Source: an optimization exercise on an open RTL-to-GDS flow (aim: small area, a short achievable clock period and few clock cycles). Production flows keep margins and buffers that such runs may drop.
No run shown here included a check of the RTL's function; only the layout flow was run.
No activity file was given, so power comes from the tool's default toggle rates.

<file path="flow/config.mk">
export PLATFORM = sky130hd
export DESIGN_NAME = ufs_core
export DESIGN_NICKNAME = ufs_core
export VERILOG_FILES = /design/flow/design.v
export SDC_FILE = /design/flow/constraint.sdc
export NUM_CORES = 4
export LEC_CHECK = 0
export CAP_MARGIN = 20
export CORE_MARGIN = 2
export CORE_UTILIZATION = 70
export SLEW_MARGIN = 20
</file>
<file path="flow/constraint.sdc">
create_clock -name core_clock -period 8.0 [get_ports {clk}]
set_input_delay 1.6000 -clock core_clock [delete_from_list [all_inputs] [get_ports {clk}]]
set_output_delay 1.6000 -clock core_clock [all_outputs]
set_load 0.01 [all_outputs]
</file>
<file path="flow/design.v">
module ufs_core (
    input  wire        clk,
    input  wire        rst,
    input  wire        rx_valid,
    input  wire [7:0]  rx_data,
    output wire        rx_ready,
    output reg         tx_valid,
    output wire [7:0]  tx_data,
    input  wire        tx_ready,
    output reg         mem_clr,
    output reg         buf_we,
    output wire [13:0] buf_addr,
    output wire [7:0]  buf_wdata,
    output reg         name_we,
    output wire [5:0]  name_addr,
    output wire [7:0]  name_wdata,
    output reg         st_valid,
    input  wire        st_ready,
    output wire [5:0]  st_name_len,
    output wire [13:0] st_length
);
    reg        rdy;
    reg        v1;
    reg  [7:0] d1;
    wire       fire = rx_valid & rdy;
    assign rx_ready = rdy;
    reg s_seek, s_cmd, s_n, s_name, s_tail, s_dsh, s_dsl, s_dlen, s_ddata, s_cs, s_skip;
    reg        is_s, is_e;       
    reg  [7:0] csum;
    reg  [7:0] rem;              
    reg  [1:0] sc;               
    reg        nbig;             
    reg        sbig;             
    reg        eq28;             
    reg        seqh0, seqlo, seq41;
    reg        fok;              
    reg        dv, good;         
    reg        active;
    reg  [5:0] name_len;
    reg [13:0] declared_size;
    assign st_name_len = name_len;
    assign st_length   = declared_size;
    reg [511:0] ring;
    reg  [5:0] ph;
    reg        drn1, drn2;
    wire [7:0] r63 = ring[511:504];
    reg [13:0] ad;
    reg  [7:0] wd;
    assign buf_addr   = ad;
    assign name_addr  = ad[5:0];
    assign buf_wdata  = wd;
    assign name_wdata = wd;
    reg        txd7;
    reg  [4:0] txd;
    assign tx_data = {txd7, 2'b00, txd};
    reg  [1:0] tx_n;             
    reg  [1:0] tx_c;             
    reg        pv;
    reg  [1:0] pc;
    wire [7:0] b    = d1;
    wire       hdr  = (b == 8'h81);
    wire       rem1 = (rem == 8'd1);
    wire p_cmd   = v1 & s_cmd;
    wire p_n     = v1 & s_n;
    wire p_name  = v1 & s_name;
    wire p_tail  = v1 & s_tail;
    wire p_dlen  = v1 & s_dlen;
    wire p_ddata = v1 & s_ddata;
    wire n_ok    = (b[7:6] == 2'b00) & (b != 8'd0);        
    wire size_ok = ~sbig & ~(eq28 & (b != 8'd0));
    wire commit  = p_tail & (sc == 2'd3) & is_s & ~nbig & size_ok;
    wire ins     = p_name & active & ~nbig;
    wire [1:0] ncode  = {is_s & good, ~good};    
    wire       st_set = dv & is_e & good;
    wire       st_nxt = st_set | (st_valid & ~st_ready);
    wire       drn_nxt = (dv & is_s & fok & good & active) | drn1 | (drn2 & (ph != 6'd63));
    wire xfer     = tx_valid & tx_ready;
    wire cur_free = ~tx_valid | (xfer & (tx_n == 2'd0));
    wire cmd_start   = p_cmd & (b == 8'h90);
    wire sn_next     = cmd_start | (s_n & ~v1);
    wire enter_align = p_n & active & n_ok;
    wire in_align    = s_name & active & ~nbig & ~(v1 & rem1);
    wire align_ok    = enter_align ? (ph == 6'd62) :
                       (fire | (v1 ? (ph == ad[5:0]) : (ph + 6'd1 == ad[5:0])));
    wire stall       = pv | st_nxt | drn_nxt;
    wire rdy_nxt     = ~stall & ~(sn_next & active & fire) &
                       (~(enter_align | in_align) | align_ok);
    always @(posedge clk) begin
        d1   <= rx_data;
        wd   <= drn2 ? r63 : d1;
        ring <= {ring[503:0], ins ? b : r63};
    end
    always @(posedge clk) begin
        if (rst) begin
            rdy     <= 1'b1;
            v1      <= 1'b0;
            s_seek  <= 1'b1;
            s_cmd   <= 1'b0;  s_n    <= 1'b0;  s_name  <= 1'b0;  s_tail <= 1'b0;
            s_dsh   <= 1'b0;  s_dsl  <= 1'b0;  s_dlen  <= 1'b0;  s_ddata <= 1'b0;
            s_cs    <= 1'b0;  s_skip <= 1'b0;
            dv      <= 1'b0;
            active  <= 1'b0;
            mem_clr <= 1'b0;
            buf_we  <= 1'b0;
            name_we <= 1'b0;
            st_valid <= 1'b0;
            tx_valid <= 1'b0;
            pv      <= 1'b0;
            ph      <= 6'd0;
            drn1    <= 1'b0;
            drn2    <= 1'b0;
        end else begin
            rdy     <= rdy_nxt;
            v1      <= fire;
            ph      <= ph + 6'd1;
            dv      <= 1'b0;
            mem_clr <= 1'b0;
            buf_we  <= 1'b0;
            name_we <= 1'b0;
            if (v1) begin
                if (s_seek) begin
                    if (hdr) begin s_seek <= 1'b0; s_cmd <= 1'b1; end
                end
                if (s_cmd) begin
                    s_cmd <= 1'b0;
                    if (b == 8'h90)      s_n   <= 1'b1;
                    else if (b == 8'h91) s_dsh <= 1'b1;
                    else if (b == 8'h92) s_tail <= 1'b1;
                    else                 s_skip <= 1'b1;
                end
                if (s_n) begin
                    s_n <= 1'b0;
                    if (b >= 8'd249)     s_skip <= 1'b1;
                    else if (b == 8'd0)  s_tail <= 1'b1;
                    else                 s_name <= 1'b1;
                    mem_clr <= ~active & (b[7:6] == 2'b00);
                end
                if (s_name) begin
                    name_we <= ~active & ~nbig;
                    if (rem1) begin s_name <= 1'b0; s_tail <= 1'b1; end
                end
                if (s_tail) begin
                    if (sc == 2'd3) begin s_tail <= 1'b0; s_cs <= 1'b1; end
                end
                if (s_dsh) begin s_dsh <= 1'b0; s_dsl <= 1'b1; end
                if (s_dsl) begin s_dsl <= 1'b0; s_dlen <= 1'b1; end
                if (s_dlen) begin
                    s_dlen <= 1'b0;
                    if (b >= 8'd251)     s_skip  <= 1'b1;
                    else if (b == 8'd0)  s_cs    <= 1'b1;
                    else                 s_ddata <= 1'b1;
                end
                if (s_ddata) begin
                    buf_we <= fok;
                    if (rem1) begin s_ddata <= 1'b0; s_cs <= 1'b1; end
                end
                if (s_cs) begin
                    s_cs <= 1'b0; s_seek <= 1'b1;
                    dv   <= 1'b1;
                end
                if (s_skip) begin
                    if (rem1) begin s_skip <= 1'b0; s_seek <= 1'b1; end
                end
            end
            if (dv) begin
                if (is_s) begin
                    if (fok) begin
                        active <= good;
                        if (active) mem_clr <= 1'b1;
                    end
                end else if (is_e) begin
                    active <= 1'b0;
                end
            end
            if (st_set) st_valid <= 1'b1;
            else if (st_ready) st_valid <= 1'b0;
            if (dv & is_s & fok & good & active) drn1 <= 1'b1;
            if (drn1 & (ph == 6'd63)) begin drn1 <= 1'b0; drn2 <= 1'b1; end
            if (drn2) begin
                name_we <= (ph < name_len);
                if (ph == 6'd63) drn2 <= 1'b0;
            end
            if (cur_free) begin
                if (pv | dv) tx_valid <= 1'b1;
                else         tx_valid <= 1'b0;
                pv <= pv & dv;
            end else if (dv) begin
                pv <= 1'b1;
            end
        end
    end
    always @(posedge clk) begin
        if (v1) begin
            if (s_seek) csum <= 8'h81;
            else        csum <= csum + b;
        end
        if (p_cmd) begin
            is_s <= (b == 8'h90);
            is_e <= (b == 8'h92);
            fok  <= active;                  
            sc   <= 2'd2;
            rem  <= 8'd255;                  
        end
        if (p_n) begin
            nbig <= (b[7:6] != 2'b00);
            sbig <= 1'b0;
            sc   <= 2'd0;
            ad[7:0] <= 8'hff;
            rem  <= (b >= 8'd249) ? 8'd254 : b;
        end
        if (p_name) begin
            rem        <= rem - 8'd1;
            ad[7:0]    <= ad[7:0] + 8'd1;
        end
        if (p_tail) begin
            sc <= sc + 2'd1;
            if (sc == 2'd0 || sc == 2'd1) sbig <= sbig | (b != 8'd0);
            if (sc == 2'd2) begin
                sbig <= sbig | (b > 8'h28);
                eq28 <= (b == 8'h28);
                ad[13:8] <= b[5:0];          
            end
            if (sc == 2'd3 && is_s) fok <= commit;
        end
        if (commit) begin
            name_len      <= ad[5:0] + 6'd1;
            declared_size <= {ad[13:8], b};
        end
        if (v1 & s_dsh) seqh0 <= (b == 8'd0);
        if (v1 & s_dsl) begin
            seqlo <= seqh0 & (b != 8'd0) & (b <= 8'd40);
            seq41 <= seqh0 & (b == 8'd41);
            ad[13:8] <= b[5:0] - 6'd1;
        end
        if (p_dlen) begin
            fok  <= active & (seqlo | (seq41 & (b == 8'd0)));
            rem  <= (b >= 8'd251) ? 8'd252 : b;
            ad[7:0] <= 8'hff;
        end
        if (p_ddata) begin
            rem           <= rem - 8'd1;
            ad[7:0]       <= ad[7:0] + 8'd1;
        end
        if (v1 & s_skip) rem <= rem - 8'd1;
        if (v1 & s_cs) good <= (csum == b) & fok;
        if (drn2) ad[5:0] <= ph;
        if (xfer & (tx_n != 2'd0)) begin
            tx_n    <= tx_n - 2'd1;
            {txd7, txd} <= (tx_n == 2'd2) ? {1'b1, 5'h13 + {3'd0, tx_c}} : {1'b0, 5'h14 + {3'd0, tx_c}};
        end else if (cur_free & (pv | dv)) begin
            tx_n    <= 2'd2;
            {txd7, txd} <= 6'h21;
            tx_c    <= pv ? pc : ncode;
        end
        if (dv & ~(cur_free & ~pv)) pc <= ncode;
    end
endmodule
</file>
<file path="flow/flow/run.sh">
#!/bin/bash
# Standard ORFS layout, with the port buffers made from plain buffers and
# repair_timing asked for more setup margin.
set -euo pipefail
export BUFFER_PORTS_ARGS="-buffer_cell sky130_fd_sc_hd__buf_2"
export SETUP_SLACK_MARGIN=5
bash standard.sh > standard.log 2>&1
</file>
<file path="flow/standard.sh">
#!/bin/bash
# synth_recipe.tcl (not shown) runs the flow's synth.tcl, then flattens the netlist and writes it again
# the make line also repeats each setting of config.mk as NAME=value (left out here)
make -C /OpenROAD-flow-scripts/flow DESIGN_CONFIG=/design/flow/config.mk WORK_HOME=/design/flow/orfs CLKGATE_MAP_FILE= SYNTH_SCRIPT=/design/flow/synth_recipe.tcl "${@:-finish}"
</file>
==> results.py, run 1 <==
metrics = {
    "cells_and_area": {
        "design_area_um2": 18700,
        "fin_cells": 1508,
        "drive_gt1_share_pct": 16.3,
        "final_nets": 1220,
        "area_growth_pct": 15.7,
        "fill_cells": 1008,
    },
    "drt": {
        "vias": 7983,
        "ant_nets": 0,
        "routed_wl_mm": 30.7,
        "route.detailed.drc": 0,
        "avgViaCountPerCell": 5.29,
        "routedWlPerCell_um": 20.4,
        "drtIter0Drc": 708,
        "drt-pass1-iter-count": 6,
    },
    "timing": {
        "rsz0062_at_grt": "no",
        "slew_violations": 0,
        "fmaxAchievable_mhz": 341,
        "timing.setup.tns_ps": 0,
        "worst_clock_skew_ps": 37.7,
        "min_period_over_period_pct": 36.7,
        "slew_headroom_pct": 38.3,
        "period_needed_ps": 2930,
        "setup_violations": 0,
        "hold_violations": 0,
        "worst_pin_slew_ps": 915,
    },
    "floorplan": {
        "core_area_um2": 22600,
        "fp.dieH_um": 156,
        "ios": 83,
        "rows": 55,
        "die_area_um2": 24300,
        "start_util_pct": 71.3,
        "die_x_um": 156,
    },
    "setup_path": {
        "required_ps": 6400,
        "cp_max_fo": 8,
        "cp_top_family": "flip-flops",
        "worstSetupPathType": "reg -> out",
        "cp-end-kind": "output pin",
        "crit_slowest_cell": "edfxtp_1",
        "crit_chain": "buf_2",
        "startpoint_type": "flop",
        "cpPeakStageDelay_ps": 540,
        "arrival_ps": 1330,
        "crit_buf_inv": 1,
    },
    "synthesis": {
        "synthCells": 1077,
        "ys_seq_elements": 630,
        "synth_most_common_cell": "dfxtp_1",
        "synth_common_cells": "dfxtp_1 (559), edfxtp_1 (71), nand2_1 (48), nor2_1 (48), inv_1 (38)",
        "syn_area_um2": 16100,
        "ys_dominant_reg_cell": "dfxtp_1",
        "synth_edf_count": 71,
        "async_flop_share_pct": 0,
        "yosysTopAreaCellShare_pct": 69.3,
        "yosysWarnings": 1,
        "ys_seq_area_share_pct": 82.6,
        "syn_area_per_cell_um2": 15.0,
        "netlist-cell-type-count": 61,
        "synthTopCellsByArea": "dfxtp_1 (69%), edfxtp_1 (13%), ha_1 (2.2%)",
        "synth_top_area_cell": "dfxtp_1",
    },
    "placement": {
        "hpwl_mm": 15.3,
        "post_dp_cell_area_um2": 16700,
        "port_buffers": 79,
        "globalplace.congestion": 0.890,
        "placed_cells": 1406,
    },
    "global_routing": {
        "grt_max_degree": 46,
        "grt_usage_pct": 26.2,
        "grt_pass1_vias": 8425,
        "grt-ovfl-total": 0,
        "grt_pass1_wl_mm": 48.3,
        "antenna_found_initial": 1,
    },
    "clock_network": {
        "clk_pin_slew_ps": 70,
        "cts.sinks": 630,
        "worstSkewPairLatency_ps": 580,
        "cts_hold_buf": 0,
        "htreeDepth": 2,
        "clock_path_buffers": 3,
        "cts_buffers": 53,
        "cts_root_buf": "clkbuf_16",
        "ctsResizeCount": 0,
        "cts_tree": "built",
    },
    "pwr": {
        "powerDensity_nw_per_um2": 327,
        "p_leak_nw": 7.55,
        "ir_worst_vdd_uv": 258,
    },
    "min_path": {
        "hp-class": "reg -> reg",
    },
    "status": {
        "status": "finished clean",
    },
    "job": {
        "maxCapViolations": 0,
    },
}
[report_power, final]
part	total [W]	internal [W]	switching, W
Clock	0.00283	0.00166	0.00116
Sequential	0.00321	0.00319	0.0000136
Combinational	0.0000654	0.0000240	0.0000414
Total	0.00610	0.00488	0.00122
[flip-flops by register name, summed over array words and instances (netlist names), 2 cells and up]
name           cells
wd                 8
d1                 8
rem                8
tx_n               2
csum               8
pc                 2
declared_size     14
ph                 6
ring             512
name_len           6
sc                 2
ad                14
tx_c               2
txd                4
[what timing repair did]
item | CTS | global route
setup buffers | 0 | 1
endpoints found under the hold margin | 0 | 0
endpoints found under the setup margin | 0 | 14
[through the flow]
step	hold WS, ps	worst slack [ps]	util, %	total power, W
2_1_floorplan	310	5250	-	0.00332
3_3_place_gp	311	5040	73.7	0.00333
3_5_place_dp	312	4980	73.7	0.00333
4_1_cts	299	5050	82.4	0.00612
5_1_grt	316	5010	82.4	0.00624
6_report	301	5070	82.5	0.00610
[cells in the final DEF (no fill, tap or decap), drive strengths merged, types with 20 or more instances in the layout]
master / instances
nand2: 48
o21ai: 31
ha: 29
inv: 40
a21oi: 28
dfxtp: 559
clkbuf: 73
nor2: 48
buf: 83
edfxtp: 71
nor3: 20
xnor2: 25
[cells by family after synthesis]
kind of cell	after synthesis	share of synthesized area, %
flip-flops	630	82.6
AO/OA/AOI/OAI	99	3.92
adder cells (fa/ha/maj)	30	2.37
multiplexers	13	0.907
other	1	0.0232
buffers and inverters	78	2.39
AND/OR/NAND/NOR	192	5.99
XOR/XNOR	34	1.85
[per-layer routing]
metal	vias to the layer above	global-route usage (%)	part of all wire [%]
met4	0	10.1	3.4
met3	84	4.67	5.6
met2	309	43.3	48
li1	3769	-	-
met1	3821	35.0	43
met5	-	0	0
[layout make-up]
| type | count | area (um2) | share of cell area, % |
|---|---|---|---|
| diodes | 1 | 2.50 | 0.0134 |
| clock buffers | 73 | 1590 | 8.51 |
| clock inverters | 27 | 382 | 2.04 |
| inverters | 38 | 143 | 0.764 |
| multi-input cells | 371 | 2450 | 13.1 |
| flip-flops and latches | 630 | 13300 | 71.4 |
| well taps | 285 | 357 | 1.91 |
| repair buffers | 83 | 425 | 2.28 |
[final timing paths]
check / start / to / slack (ps) / cells past startpoint
max reg2reg: d1[2] / csum[6] / 5250 / 7
max: ad[1] / name_addr[1] / 5070 / 1
min reg2reg: ring[480] / ring[488] / 300 / 0
min: ring[480] / ring[488] / 300 / 0
==> run 2: changes to the inputs <==
--- a/flow/config.mk
+++ b/flow/config.mk
@@ -9,3 +9,4 @@
 export CORE_MARGIN = 2
 export CORE_UTILIZATION = 70
+export CTS_BUF_LIST = sky130_fd_sc_hd__clkbuf_8
 export SLEW_MARGIN = 20
==> run 2 against run 1 <==
Effect of this change:
- first-iteration DRC count shrank 24%
- count of clock-buffer cells in the layout grew 39
- routed wire length shrank 10%
- die area is the same
- synthesized area is the same
- clock power shrank 11%
- non-clock buffer count grew 6
- register-to-register slack lost 40 ps
- largest power group unchanged
- highest routed layer is now met5
==> results.py, run 2 <==
metrics = {
    "placement": {
        "place_ws_ps": 4980,
        "post_dp_cell_area_um2": 16700,
        "globalplace.congestion": 0.890,
        "hpwl_mm": 15.3,
        "port_buffers": 79,
    },
    "floorplan": {
        "rows": 55,
        "ios": 83,
        "die_x_um": 156,
        "die_area_um2": 24300,
        "start_util_pct": 71.3,
        "fp.dieH_um": 156,
        "core_area_um2": 22600,
    },
    "timing": {
        "setup_violations": 0,
        "worst_pin_slew_ps": 985,
        "min_period_over_period_pct": 36.6,
        "fmaxAchievable_mhz": 341,
        "period_needed_ps": 2930,
        "hold_violations": 0,
        "rsz0062_at_grt": "no",
        "slew_violations": 0,
        "worst_clock_skew_ps": 27.1,
        "timing.setup.tns_ps": 0,
        "slew_headroom_pct": 33.6,
        "setup_ws_ps": 5070,
    },
    "synthesis": {
        "ys_seq_elements": 630,
        "ys_seq_area_share_pct": 82.6,
        "netlist-cell-type-count": 61,
        "synth_edf_count": 71,
        "synth_xor_area_share_pct": 1.85,
        "synth_fa_ha_area_share_pct": 2.37,
        "synth_top_area_cell": "dfxtp_1",
        "muxShareOfSynthArea_pct": 0.907,
        "synth_compound_area_share_pct": 3.92,
        "yosys.area_share.simple_pct": 5.99,
        "syn_area_um2": 16100,
        "yosysWarnings": 1,
        "synth_most_common_cell": "dfxtp_1",
        "yosysTopAreaCellShare_pct": 69.3,
        "async_flop_share_pct": 0,
        "synthCells": 1077,
        "syn_area_per_cell_um2": 15.0,
        "ys_dominant_reg_cell": "dfxtp_1",
        "synth_common_cells": "dfxtp_1 (559), edfxtp_1 (71), nand2_1 (48), nor2_1 (48), inv_1 (38)",
        "synth_top_family_by_area": "simple AND/OR/NAND/NOR gates",
        "synthTopCellsByArea": "dfxtp_1 (69%), edfxtp_1 (13%), ha_1 (2.2%)",
    },
    "drt": {
        "routedWlPerCell_um": 17.5,
        "route.detailed.drc": 0,
        "routed_wl_mm": 27.6,
        "avgViaCountPerCell": 5.00,
        "vias": 7863,
        "drtIter0Drc": 540,
        "drt-pass1-iter-count": 5,
        "ant_nets": 0,
    },
    "cells_and_area": {
        "reg_top3": "ring: 512 flops, ad: 14 flops, declared_size: 14 flops",
        "multi_input_area_um2": 2450,
        "final_util_pct": 82.2,
        "final_common_cell": "dfxtp_1",
        "regArea_um2": 13300,
        "largest_register_ffs": 512,
        "fill_cells": 1055,
        "drive_gt1_share_pct": 18.9,
        "final_nets": 1260,
        "design_area_um2": 18600,
        "area_growth_pct": 15.3,
        "regMostFlops": "ring",
        "most-common-layout-cells": "dfxtp_1 (559), clkbuf_8 (112), buf_2 (79)",
    },
    "clock_network": {
        "cts.sinks": 630,
        "htreeDepth": 3,
        "worstSkewPairLatency_ps": 620,
        "clk_pin_slew_ps": 70,
        "cts_tree": "built",
        "cts_buffers": 87,
        "clock_path_buffers": 3,
        "cts_hold_buf": 0,
        "cts_root_buf": "clkbuf_8",
    },
    "pwr": {
        "ir_worst_vdd_uv": 232,
        "total_power_w": 0.00580,
        "powerDensity_nw_per_um2": 311,
        "p_leak_nw": 7.67,
    },
    "job": {
        "maxCapViolations": 0,
    },
    "global_routing": {
        "grt_pass1_wl_mm": 44.0,
        "antenna_found_initial": 2,
        "grt-ovfl-total": 0,
        "grt_usage_pct": 23.8,
        "grt_max_degree": 46,
        "grt_pass1_vias": 8321,
    },
    "status": {
        "status": "finished clean",
    },
    "setup_path": {
        "startpoint": "ad[0]",
        "worstSetupPathType": "reg -> out",
        "cp-end-kind": "output pin",
        "r2r-start": "d1[1]",
        "cpPeakStageDelay_ps": 510,
        "crit_chain": "buf_2",
        "crit_buf_inv": 1,
        "cp_top_family": "flip-flops",
        "startpoint_type": "flop",
        "crit_slowest_cell": "edfxtp_1",
        "cp_max_fo": 7,
        "arrival_ps": 1330,
        "required_ps": 6400,
    },
    "min_path": {
        "hp-start": "ring[480]",
        "hp-class": "reg -> reg",
    },
}
run 2: area by class of cell:
| type | instances | area share [%] |
|---|---|---|
| diodes | 1 | 0.0135 |
| multi-input cells | 371 | 13.2 |
| flip-flops and latches | 630 | 71.6 |
| inverters | 38 | 0.767 |
| repair buffers | 89 | 2.53 |
| clock buffers | 112 | 8.29 |
| clock inverters | 48 | 1.71 |
| well taps | 285 | 1.92 |
run 2: routing by layer:
layer | up-vias | wire length, um | GRT usage, %
met1 | 3733 | 12200 | 31.2
met3 | 49 | 1330 | 5.58
met4 | 2 | 601 | 9.92
li1 | 3860 | - | -
met2 | 219 | 13400 | 38.5
met5 | - | 7 | 0
run 2: per-stage QoR:
stage	hold WS (ps)	instances
floorplan	310	1079
global placement	311	1406
detailed placement	312	1406
CTS	305	1568
global route	309	1573
finish	308	1574
run 2: kinds of logic after synthesis:
family | Yosys count
flops | 630
simple gates | 192
buf+inv | 78
compound gates | 99
fa+ha+maj | 30
xor+xnor | 34
other cells | 1
mux | 13
run 2: power by group:
part | internal [W] | total, W | switching, W
combinational | 0.0000235 | 0.0000601 | 0.0000366
clock | 0.00137 | 0.00253 | 0.00116
sequential | 0.00320 | 0.00321 | 0.0000125
run 2: final timing paths:
check	end	slack, ps	cells past startpoint
worst max-delay path	name_addr[0]	5070	1
worst min-delay path	ring[488]	310	0
worst max register to register	declared_size[7]	5210	5
worst min register to register	ring[488]	310	0
run 2: repair_timing:
| item | in CTS | in global routing |
|---|---|---|
| gates resized for setup | 0 | 0 |
| endpoints found under the setup margin | 2 | 16 |
| buffers inserted | 2 | 5 |
| pin swaps | 0 | 1 |
==> run 3: changes to the inputs <==
--- a/flow/design.v
+++ b/flow/design.v
@@ -41,8 +41,10 @@
     assign st_name_len = name_len;
     assign st_length   = declared_size;
-    reg [511:0] ring;
+    reg [503:0] ring;
     reg  [5:0] ph;
     reg        drn1, drn2;
-    wire [7:0] r63 = ring[511:504];
+    wire [7:0] r63 = ring[503:496];
+    wire       ph_end = (ph == 6'd62);
+    wire [5:0] ph_inc = ph_end ? 6'd0 : ph + 6'd1;
     reg [13:0] ad;
     reg  [7:0] wd;
@@ -74,5 +76,5 @@
     wire       st_set = dv & is_e & good;
     wire       st_nxt = st_set | (st_valid & ~st_ready);
-    wire       drn_nxt = (dv & is_s & fok & good & active) | drn1 | (drn2 & (ph != 6'd63));
+    wire       drn_nxt = (dv & is_s & fok & good & active) | drn1 | (drn2 & ~ph_end);
     wire xfer     = tx_valid & tx_ready;
     wire cur_free = ~tx_valid | (xfer & (tx_n == 2'd0));
@@ -81,6 +83,7 @@
     wire enter_align = p_n & active & n_ok;
     wire in_align    = s_name & active & ~nbig & ~(v1 & rem1);
-    wire align_ok    = enter_align ? (ph == 6'd62) :
-                       (fire | (v1 ? (ph == ad[5:0]) : (ph + 6'd1 == ad[5:0])));
+    wire [5:0] k_m1      = v1 ? ad[5:0] + 6'd1 : ad[5:0];
+    wire       align_hit = (ph_inc == k_m1) | ((k_m1 == 6'd63) & (ph == 6'd61));
+    wire align_ok    = enter_align ? (ph == 6'd61) : (fire | align_hit);
     wire stall       = pv | st_nxt | drn_nxt;
     wire rdy_nxt     = ~stall & ~(sn_next & active & fire) &
@@ -89,5 +92,5 @@
         d1   <= rx_data;
         wd   <= drn2 ? r63 : d1;
-        ring <= {ring[503:0], ins ? b : r63};
+        ring <= {ring[495:0], ins ? b : r63};
     end
     always @(posedge clk) begin
@@ -113,5 +116,5 @@
             rdy     <= rdy_nxt;
             v1      <= fire;
-            ph      <= ph + 6'd1;
+            ph      <= ph_inc;
             dv      <= 1'b0;
             mem_clr <= 1'b0;
@@ -176,8 +179,8 @@
             else if (st_ready) st_valid <= 1'b0;
             if (dv & is_s & fok & good & active) drn1 <= 1'b1;
-            if (drn1 & (ph == 6'd63)) begin drn1 <= 1'b0; drn2 <= 1'b1; end
+            if (drn1 & ph_end) begin drn1 <= 1'b0; drn2 <= 1'b1; end
             if (drn2) begin
                 name_we <= (ph < name_len);
-                if (ph == 6'd63) drn2 <= 1'b0;
+                if (ph_end) drn2 <= 1'b0;
             end
             if (cur_free) begin
--- a/flow/config.mk
+++ b/flow/config.mk
@@ -8,5 +8,6 @@
 export CAP_MARGIN = 20
 export CORE_MARGIN = 2
-export CORE_UTILIZATION = 70
-export CTS_BUF_LIST = sky130_fd_sc_hd__clkbuf_8
+export CORE_UTILIZATION = 40
+export CTS_CLUSTER_DIAMETER = 120
+export CTS_CLUSTER_SIZE = 28
 export SLEW_MARGIN = 20
==> run 3 against run 2 <==
Effect of this change:
- setup slack improved by 3.2 ps
- sequential power fell by 2%
- largest cell class unchanged
- final cell count rose by 7.6%
- count of clock-buffer cells in the layout fell by 77
- highest routed layer is now met4
- still clean on timing, DRC and antenna
- clock power fell by 41%
- flip-flop and latch count fell by 8
- hold slack improved by 2.6 ps
- synthesized cell count rose by 1.2%
- global-route usage fell by 12 points
==> results.py, run 3 <==
metrics = {
    "global_routing": {
        "antenna_found_initial": 0,
        "grt_max_degree": 50,
        "grt_pass1_vias": 7188,
        "grt_pass1_wl_mm": 38.9,
        "grt_usage_pct": 11.5,
        "grt-ovfl-total": 0,
    },
    "setup_path": {
        "crit_buf_inv": 1,
        "worst-r2r-setup-slack_ps": 5510,
        "path_depth": 1,
        "startpoint": "ad[2]",
        "cp_top_family": "flip-flops",
        "crit_end": "name_addr[2]",
        "required_ps": 6400,
        "reg2reg_to": "declared_size[11]",
        "crit_chain": "buf_2",
        "cp_max_fo": 8,
        "r2r_cells": 6,
        "cp-end-kind": "output pin",
        "crit_slowest_cell": "edfxtp_1",
        "arrival_ps": 1330,
        "r2r-start": "d1[1]",
        "startpoint_type": "flop",
        "cpPeakStageDelay_ps": 550,
        "worstSetupPathType": "reg -> out",
    },
    "timing": {
        "period_needed_ps": 2930,
        "worst_pin_slew_ps": 979,
        "timing.setup.tns_ps": 0,
        "slew_headroom_pct": 34.1,
        "setup_violations": 0,
        "rsz0062_at_grt": "no",
        "fmaxAchievable_mhz": 342,
        "hold_violations": 0,
        "min_period_over_period_pct": 36.6,
        "setup_ws_ps": 5070,
        "slew_violations": 0,
        "worst_clock_skew_ps": 29.1,
    },
    "pwr": {
        "switching_share_pct": 19.4,
        "p_int_w": 0.00380,
        "clock_power_share_pct": 31.6,
        "p_sw_w": 0.000914,
        "p_leak_nw": 6.90,
        "powerDensity_nw_per_um2": 266,
        "ir_worst_vdd_uv": 147,
        "comb_power_share_pct": 1.3,
        "seq_power_share_pct": 67.1,
    },
    "drt": {
        "route.detailed.drc": 0,
        "avgViaCountPerCell": 4.41,
        "vias": 7475,
        "drt-pass1-iter-count": 5,
        "routedWlPerCell_um": 14.3,
        "routed_wl_mm": 24.2,
        "ant_nets": 0,
        "drtIter0Drc": 455,
    },
    "clock_network": {
        "cts_tree": "built",
        "clock_path_buffers": 3,
        "clk_pin_slew_ps": 110,
        "cts_root_buf": "clkbuf_16",
        "htreeDepth": 1,
        "cts_buffers": 26,
        "cts_hold_buf": 0,
        "cts.sinks": 622,
        "worstSkewPairLatency_ps": 570,
    },
    "cells_and_area": {
        "most-common-layout-cells": "dfxtp_1 (551), buf_2 (79), edfxtp_1 (71)",
        "reg_top3": "ring: 504 flops, ad: 14 flops, declared_size: 14 flops",
        "num_antenna_cells": 0,
        "drive_gt1_share_pct": 11.7,
        "final_common_cell": "dfxtp_1",
        "area_growth_pct": 9.98,
        "regMostFlops": "ring",
        "largest_register_ffs": 504,
        "final_nets": 1205,
    },
    "synthesis": {
        "yosysWarnings": 1,
        "async_flop_share_pct": 0,
        "netlist-cell-type-count": 70,
        "synth_most_common_cell": "dfxtp_1",
        "synth_common_cells": "dfxtp_1 (551), edfxtp_1 (71), nand2_1 (45)",
        "synthTopCellsByArea": "dfxtp_1 (68%), edfxtp_1 (13%), ha_1 (2.3%)",
        "ys_seq_area_share_pct": 81.7,
        "yosysTopAreaCellShare_pct": 68.5,
        "syn_area_per_cell_um2": 14.8,
        "synth_top_area_cell": "dfxtp_1",
        "syn_area_um2": 16100,
        "ys_seq_elements": 622,
        "ys_dominant_reg_cell": "dfxtp_1",
        "synthCells": 1090,
        "synth_edf_count": 71,
    },
    "floorplan": {
        "fp.dieH_um": 205,
        "ios": 83,
        "rows": 73,
        "die_x_um": 205,
        "start_util_pct": 40.6,
        "core_area_um2": 39700,
        "die_area_um2": 41900,
    },
    "min_path": {
        "hp-class": "reg -> reg",
        "min_path_cells": 0,
    },
    "status": {
        "status": "finished clean",
    },
    "job": {
        "maxCapViolations": 0,
    },
    "placement": {
        "hpwl_mm": 15.6,
        "port_buffers": 79,
        "globalplace.congestion": 0.830,
        "place_ws_ps": 4900,
    },
}
==> run 3: timing repair <==
| action | in CTS | in global routing |
|---|---|---|
| setup endpoints to repair | 0 | 13 |
| resized for setup | 0 | 0 |
| buffers inserted | 0 | 1 |
==> run 3: per-stage QoR <==
| stage | hold WS, ps | cell area (um2) | total power (W) | instances | utilization (%) |
|---|---|---|---|---|---|
| 2_1_floorplan | 310 | 16100 | 0.00328 | 1092 | - |
| 3_3_place_gp | 310 | 17000 | 0.00330 | 1657 | 42.7 |
| 3_5_place_dp | 312 | 17000 | 0.00330 | 1657 | 42.7 |
| 4_1_cts | 308 | 17700 | 0.00478 | 1693 | 44.6 |
| 5_1_grt | 315 | 17700 | 0.00490 | 1694 | 44.6 |
| 6_report | 311 | 17700 | 0.00472 | 1694 | 44.6 |
==> run 3: routing by layer <==
| layer | share of wire, % | wire [um] | up-vias | GRT usage, % |
|---|---|---|---|---|
| met2 | 45 | 10800 | 144 | 18.1 |
| li1 | - | - | 3736 | - |
| met3 | 3.7 | 901 | 40 | 1.78 |
| met5 | 0 | 0 | - | 0 |
| met1 | 49 | 12000 | 3555 | 16.7 |
| met4 | 2.0 | 490 | 0 | 2.95 |
==> run 3: final cells by class <==
type / count / area, um2
Clock buffer: 35 / 706
Fill cell: 3563 / 22000
Sequential cell: 622 / 13200
Timing Repair Buffer: 84 / 433
Inverter: 45 / 169
Multi-Input combinational cell: 382 / 2570
Clock inverter: 1 / 30.0
Tap cell: 525 / 657
==> run 3: cell families (layout without fill, tap and decap cells) <==
family	Yosys count	in the layout	synth area share [%]
AO/OA/AOI/OAI	116	116	4.60
XOR/XNOR	31	31	1.68
adder cells (fa/ha/maj)	31	31	2.45
buffers and inverters	88	165	2.52
flip-flops	622	622	81.7
multiplexers	11	11	0.761
other	1	3	0.0233
AND/OR/NAND/NOR	190	190	6.27
==> run 3: how the worst min path moves through the flow <==
stage,end,from,slack [ps]
floorplan,ring[100],ring[92],310
global placement,ring[462],ring[454],310
detailed placement,ring[137],ring[129],310
CTS,ring[338],ring[330],310
global route,ring[77],ring[69],310
finish,ring[61],ring[53],310
==> run 3: power by group through the flow <==
stage	Sequential [W]	Clock, W	Combinational, W
finish	0.00316	0.00149	0.0000611
global placement	0.00324	0	0.0000607
detailed placement	0.00324	0	0.0000611
floorplan	0.00323	0	0.0000453
global route	0.00317	0.00166	0.0000676
CTS	0.00317	0.00155	0.0000617
==> run 4: changes to the inputs <==
--- a/flow/config.mk
+++ b/flow/config.mk
@@ -10,4 +10,4 @@
 export CORE_UTILIZATION = 40
 export CTS_CLUSTER_DIAMETER = 120
-export CTS_CLUSTER_SIZE = 28
+export CTS_CLUSTER_SIZE = 32
 export SLEW_MARGIN = 20
==> run 4 against run 3 <==
Effect of this change:
- register-to-register slack better by 30 ps
- setup slack better by 0.55 ps
- largest power group unchanged
- still clean on timing, DRC and antenna
- total power down 1.9%
- combinational power down 0.8%
- core utilization down 0.25 points
- sequential power about the same
- non-clock buffer count unchanged
- routed wire length about the same
- die area unchanged
- count of clock-buffer cells in the layout down 5
- first-iteration DRC count down 1.5%
- synthesized cell count unchanged
==> results.py, run 4 <==
metrics = {
    "status": {
        "status": "finished clean",
    },
    "timing": {
        "rsz0062_at_grt": "no",
        "worst_pin_slew_ps": 960,
        "min_period_over_period_pct": 36.6,
        "period_needed_ps": 2920,
        "hold_violations": 0,
        "timing.setup.tns_ps": 0,
        "setup_violations": 0,
        "worst_clock_skew_ps": 28.8,
        "slew_headroom_pct": 35.3,
        "fmaxAchievable_mhz": 342,
        "slew_violations": 0,
    },
    "min_path": {
        "hp-class": "reg -> reg",
    },
    "placement": {
        "port_buffers": 79,
        "globalplace.congestion": 0.830,
        "hpwl_mm": 15.6,
        "post_dp_cell_area_um2": 17000,
        "placed_cells": 1657,
    },
    "cells_and_area": {
        "num_antenna_cells": 0,
        "final_common_cell": "dfxtp_1",
        "regArea_um2": 13200,
        "fin_cells": 1690,
        "area_growth_pct": 9.37,
        "final_nets": 1202,
        "drive_gt1_share_pct": 11.6,
        "regMostFlops": "ring",
        "multi_input_area_um2": 2570,
        "most-common-layout-cells": "dfxtp_1 (551), buf_2 (79), edfxtp_1 (71)",
        "largest_register_ffs": 504,
        "design_area_um2": 17600,
        "fill_cells": 3580,
        "reg_top3": "ring: 504 flops, ad: 14 flops, declared_size: 14 flops",
    },
    "setup_path": {
        "cpPeakStageDelay_ps": 550,
        "cp-end-kind": "output pin",
        "cp_max_fo": 7,
        "worst-r2r-setup-slack_ps": 5540,
        "crit_buf_inv": 1,
        "startpoint_type": "flop",
        "arrival_ps": 1320,
        "worstSetupPathType": "reg -> out",
        "cp_top_family": "flip-flops",
        "required_ps": 6400,
        "crit_slowest_cell": "edfxtp_1",
        "crit_chain": "buf_2",
    },
    "floorplan": {
        "fp.dieH_um": 205,
        "ios": 83,
        "start_util_pct": 40.6,
        "rows": 73,
        "die_x_um": 205,
        "core_area_um2": 39700,
        "die_area_um2": 41900,
    },
    "clock_network": {
        "cts_hold_buf": 0,
        "cts.sinks": 622,
        "cts_buffers": 23,
        "worstSkewPairLatency_ps": 570,
        "cts_setup_buffers": 0,
        "clk_pin_slew_ps": 120,
        "clock_path_buffers": 3,
        "htreeDepth": 1,
        "cts_root_buf": "clkbuf_16",
        "ctsResizeCount": 0,
        "cts_tree": "built",
    },
    "drt": {
        "vias": 7395,
        "avgViaCountPerCell": 4.38,
        "drt-pass1-iter-count": 5,
        "ant_nets": 0,
        "drtIter0Drc": 448,
        "routedWlPerCell_um": 14.3,
        "route.detailed.drc": 0,
        "routed_wl_mm": 24.2,
    },
    "synthesis": {
        "netlist-cell-type-count": 70,
        "synthCells": 1090,
        "ys_dominant_reg_cell": "dfxtp_1",
        "synthTopCellsByArea": "dfxtp_1 (68%), edfxtp_1 (13%), ha_1 (2.3%)",
        "synth_common_cells": "dfxtp_1 (551), edfxtp_1 (71), nand2_1 (45)",
        "yosysWarnings": 1,
        "synth_edf_count": 71,
        "ys_seq_area_share_pct": 81.7,
        "syn_area_per_cell_um2": 14.8,
        "yosysTopAreaCellShare_pct": 68.5,
        "synth_most_common_cell": "dfxtp_1",
        "ys_seq_elements": 622,
        "syn_area_um2": 16100,
        "async_flop_share_pct": 0,
        "synth_top_area_cell": "dfxtp_1",
    },
    "global_routing": {
        "grt_max_degree": 50,
        "grt_pass1_wl_mm": 38.8,
        "antenna_found_initial": 0,
        "grt_usage_pct": 11.5,
        "grt_pass1_vias": 7138,
        "grt-ovfl-total": 0,
    },
    "pwr": {
        "p_leak_nw": 6.85,
        "powerDensity_nw_per_um2": 263,
        "ir_worst_vdd_uv": 131,
    },
    "job": {
        "maxCapViolations": 0,
    },
}
## run 4: area by class of cell
type                            instances  area share (%)
Multi-Input combinational cell        382            14.6
Inverter                               45           0.958
Clock inverter                          2           0.142
Sequential cell                       622            74.7
Clock buffer                           30            3.47
Timing Repair Buffer                   84            2.46
Tap cell                              525            3.73
## run 4: power by group
part           internal, W  total [W]  switching (W)
sequential         0.00315    0.00317      0.0000117
combinational    0.0000246  0.0000606      0.0000360
clock             0.000551    0.00140       0.000852
total              0.00373    0.00463       0.000899
## run 4: stage by stage
step	hold slack (ps)	utilization, %	total power, W	setup WS (ps)
floorplan	310	-	0.00328	5250
global route	319	44.4	0.00480	5020
CTS	325	44.3	0.00469	5020
finish	315	44.4	0.00463	5080
detailed placement	312	42.7	0.00330	4900
global placement	310	42.7	0.00330	4990
## run 4: layer usage
metal	wire length (um)	vias to the layer above	track usage (%)
met5	0	-	0
met4	561	0	3.00
met1	11900	3504	16.6
li1	-	3721	-
met2	10800	132	18.0
met3	966	38	1.86
## run 4: cell families (layout without fill, tap and decap cells)
group | after synthesis | count (layout) | synth area share [%]
xor gates and xnor gates | 31 | 31 | 1.68
DFF | 622 | 622 | 81.7
muxes | 11 | 11 | 0.761
other | 1 | 3 | 0.0233
and+or+nand+nor | 190 | 190 | 6.27
adders and majority gates | 31 | 31 | 2.45
AOI/OAI and AO/OA | 116 | 116 | 4.60
buffers and inverters | 88 | 161 | 2.52
## run 4: path summary, 6_finish.rpt
check,startpoint,to,cells after the start
hold reg to reg,ring[330],ring[338],0
hold / removal,ring[330],ring[338],0
setup / recovery,ad[5],name_addr[5],1
setup reg to reg,d1[1],declared_size[10],6

separate check: timing with driven ports:
Ports are ideal in the flow. The routed layouts listed here were re-timed in OpenROAD.
Step 1: set_driving_cell puts a clkbuf_16 on clk and a buf_2 on each other input, an assumption about the parent block.
Step 2 adds t to the input delays and takes it off the output delays; t is the mean of the earliest and latest rising clock arrival at the registers after step 1. Input paths then give back, and output paths get back, about the clock's delay inside the block.
Three values: no drivers, after step 1, after step 2; two values: the first two.
run	shift t [ns]	setup WS [ns]	worst setup path after step 2	clock arrival spread, ns
run 1	0.611	5.066 / 5.020 / 4.927	input to register	0.038 / 0.038
run 2	0.651	5.071 / 5.027 / 4.964	input to register	0.029 / 0.029
run 3	0.596	5.075 / 5.030 / 4.920	input to register	0.042 / 0.042
run 4	0.597	5.075 / 5.028 / 4.923	input to register	0.039 / 0.039
After both steps setup and hold are still met in every run listed. For run 3, which loses most, drivers alone change the setup slack by -0.045 ns; drivers and shift together by -0.155 ns.
